Source: an optimization exercise on an open RTL-to-GDS flow (aim: small area, a short achievable clock period and few clock cycles per item). Production flows keep margins and buffers that such runs may drop. Function was checked by simulation only, so behaviour that the tests miss may differ from the original. No driver is modelled on the clock port, so clocking that relies on it looks cheaper here than on a real chip. Power is estimated from default activity; no workload was simulated.

// lz78_enc
module lz78_enc (
    input  wire        clk,
    input  wire        rst,
    input  wire        in_valid,
    output wire        in_ready,
    input  wire [7:0]  in_sym,
    input  wire        in_last,
    output wire        out_valid,
    input  wire        out_ready,
    output wire [1:0]  out_type,
    output wire [15:0] out_code,
    output wire [7:0]  out_sym
);
    localparam T_PAIR = 2'd0;
    localparam T_SENT = 2'd1;
    localparam T_END  = 2'd2;
    localparam T_ERR  = 2'd3;
    localparam QN = 3;           
    reg        in_rdy;           
    reg        v_r;              
    reg  [7:0] s_r;
    reg        l_r;
    reg  [7:0] cur;              
    reg  [7:0] cur_1, cur_2, cur_3;
    reg  [7:0] s_1, s_2, s_3;
    reg  [8:0] dsz;              
    reg [15:0] wsel_h;           
    reg [15:0] wsel_l;           
    reg [15:0] vth_h;            
    reg [15:0] vth_l;            
    reg        miss_r;           
    reg  [7:0] p_par;            
    reg  [7:0] p_sym;
    reg        p_z;              
    reg [15:0] idx;              
    reg        drain;            
    reg  [1:0] q_t [0:QN-1];
    reg  [7:0] q_a [0:QN-1];
    reg  [7:0] q_b [0:QN-1];
    reg        q_e [0:QN-1];     
    reg  [1:0] q_wp, q_rp;
    reg  [2:0] q_n;              
    reg        ov;
    reg  [1:0] ot;
    reg [15:0] oc;
    reg  [7:0] os;
    reg        oe;               
    reg  [8:0] end_d;            
    reg        end_p;            
    wire stall = q_n[2] || (l_r && end_p);
    wire adv   = v_r && !stall;          
    wire go    = adv && !drain;          
    wire full  = dsz[8] || (miss_r && wsel_h[15] && wsel_l[15]);
    assign in_ready = in_rdy;
    wire [255:0] match;
    assign match[0] = 1'b0;
    genvar k;
    generate
        for (k = 1; k < 256; k = k + 1) begin : ent
  ...
Settings: LEC_CHECK=0, CAP_MARGIN=30, CORE_MARGIN=2, CORE_UTILIZATION=55, SLEW_MARGIN=40; clock period 8.0 ns.
standard.sh (not shown) runs the stock make flow with config.mk's settings and CLKGATE_MAP_FILE= SYNTH_SCRIPT=/design/flow/synth_recipe.tcl, a recipe that flattens the netlist after the stock synthesis.
==> flow/flow/run.sh <==
#!/bin/bash
# Layout flow: the standard ORFS flow, run stage by stage, with
#  - port buffers of a regular buffer cell (buf_4) instead of the default pick,
#  - timing repair aimed below the clock period only from CTS on (the
#    floorplan-stage sizing, before any net is buffered, gets no margin).
# Each stage's full output goes to its own log in this folder.
set -euo pipefail
source flow/vars.sh
bash standard.sh synth > log_1_synth.txt 2>&1
bash standard.sh floorplan > log_2_floorplan.txt 2>&1
bash standard.sh "BUFFER_PORTS_ARGS=-buffer_cell sky130_fd_sc_hd__buf_4" place > log_3_place.txt 2>&1
bash standard.sh "${LATE_VARS[@]}" cts > log_4_cts.txt 2>&1
bash standard.sh "${LATE_VARS[@]}" route > log_5_route.txt 2>&1
bash standard.sh "${LATE_VARS[@]}" finish > log_6_finish.txt 2>&1
==> flow/flow/vars.sh <==
# make variables for the stages from CTS on
LATE_VARS=(SETUP_SLACK_MARGIN=4.7 TNS_END_PERCENT=20 SKIP_BUFFER_REMOVAL=1)
Testbench counts at the start, summed over its fixed seeds: cycles 22,950, items 22,920.
Next try:
--- a/flow/design.v
+++ b/flow/design.v
@@ -39,20 +39,21 @@
     reg  [7:0] q_b [0:QN-1];
     reg        q_e [0:QN-1];     
     reg  [1:0] q_wp, q_rp;
     reg  [2:0] q_n;              
     reg        ov;
     reg  [1:0] ot;
     reg [15:0] oc;
     reg  [7:0] os;
     reg        oe;               
     reg  [8:0] end_d;            
+    reg        end_i;            
     reg        end_p;            
     wire stall = q_n[2] || (l_r && end_p);
     wire adv   = v_r && !stall;          
     wire go    = adv && !drain;          
     wire full  = dsz[8] || (miss_r && wsel_h[15] && wsel_l[15]);
     assign in_ready = in_rdy;
     wire [255:0] match;
     assign match[0] = 1'b0;
     genvar k;
     generate
@@ -100,27 +101,26 @@
             r_t = T_SENT; r_a = j;        r_b = 8'd0;      r_e = 1'b1;
         end else if (full) begin
             r_t = T_ERR;  r_a = idx[7:0]; r_b = idx[15:8]; r_e = 1'b0;
         end else begin
             r_t = T_PAIR; r_a = cur;      r_b = s_r;       r_e = l_r;
         end
     end
     wire push = go && (!hit || l_r);
     wire grow = !hit && !full;           
     wire [8:0] dsz_p1 = dsz + 9'd1;
-    wire [8:0] dsz_p2 = dsz + 9'd2;
     wire [8:0] d_now  = miss_r ? dsz_p1 : dsz;       
-    wire [8:0] d_nx1  = miss_r ? dsz_p2 : dsz_p1;    
     wire [15:0] wsel_l_p1 = {wsel_l[14:0], wsel_l[15]};
     wire [15:0] wsel_h_p1 = wsel_l[15] ? {wsel_h[14:0], 1'b0} : wsel_h;
     wire [15:0] vth_l_p1  = wsel_l[15] ? 16'd0 : {vth_l[14:0], 1'b1};
     wire [15:0] vth_h_p1  = wsel_l[15] ? {vth_h[14:0], 1'b1} : vth_h;
+    wire [8:0] end_d_p1 = end_d + 9'd1;
     wire o_ld    = !ov || out_ready;
     wire o_end   = ov && oe;             
     wire pop     = o_ld && !o_end && q_n[0];
     wire [2:0] q_n_p1 = {q_n[1:0], 1'b1};
     wire [2:0] q_n_m1 = {1'b0, q_n[2:1]};
     wire [2:0] q_n_psh = pop ? q_n : q_n_p1;
     wire [2:0] q_n_nop = pop ? q_n_m1 : q_n;
     wire [1:0] q_wp_p1 = (q_wp == QN - 1) ? 2'd0 : q_wp + 2'd1;
     wire v_nx     = (in_valid && in_rdy) || (v_r && stall);
     wire l_nx     = in_rdy ? in_last : l_r;
@@ -210,26 +210,28 @@
                 ov <= o_end || q_n[0];
                 oe <= !o_end && q_e[q_rp];
             end
         end
     end
     always @(posedge clk) begin
         if (in_rdy) begin
             s_r <= in_sym;
             l_r <= in_last;
         end
-        if (go && l_r)
-            end_d <= grow ? d_nx1 : d_now;
+        if (go && l_r) begin
+            end_d <= d_now;
+            end_i <= grow;
+        end
         if (o_ld) begin
             if (o_end) begin
                 ot <= T_END;
-                oc <= {7'd0, end_d};
+                oc <= {7'd0, end_i ? end_d_p1 : end_d};
                 os <= 8'd0;
             end else begin
                 ot <= q_t[q_rp];
                 oc <= (q_t[q_rp] == T_ERR) ? {q_b[q_rp], q_a[q_rp]} : {8'd0, q_a[q_rp]};
                 os <= (q_t[q_rp] == T_PAIR) ? q_b[q_rp] : 8'd0;
             end
         end
     end
     assign out_valid = ov;
     assign out_type  = ot;
Result: The changed run finished clean; sequential share of layout area goes up by 0.60 points; worst setup slack got worse by 0.13 ns; total power barely changes; via count goes down by about 1%; cell area goes down by 0.99%; non-clock buffer count goes down by 119; clock-buffer cell count goes down by 27; wire length hardly moves; hold slack barely changes; area after synthesis barely changes.
Testbench counts after the change, summed over its fixed seeds: cycles 22,950, items 22,920.

==> re-timing with driven ports <==
How much do the figures lean on ideal ports? The routed layouts below were timed once more, with nothing changed but the port constraints.
Step 1: set_driving_cell puts a clkbuf_16 on clk and a buf_2 on each other input, an assumption about the parent block.
Step 2 moves the port delays by t, midway between the first and last clock arrival at a register: inputs arrive t later, outputs are due t later. That takes back most of the time a late clock gives input paths.
Slacks: no drivers / after step 1 / after step 2; pairs: no drivers / after step 1.
run	t (ns)	setup WS [ns]	hold WS [ns]	worst setup path at the end	clock arrival spread, ns
the first run	1.107	3.872 / 3.872 / 3.729	0.432 / 0.432 / 0.432	input to register	0.063 / 0.062
the second run	1.096	3.740 / 3.740 / 3.740	0.433 / 0.433 / 0.433	register to register	0.040 / 0.040
After both steps setup and hold are still met in every run listed. The setup slack of the first run, which loses most, moves by 0.000 ns with the drivers and by -0.143 ns with both steps.
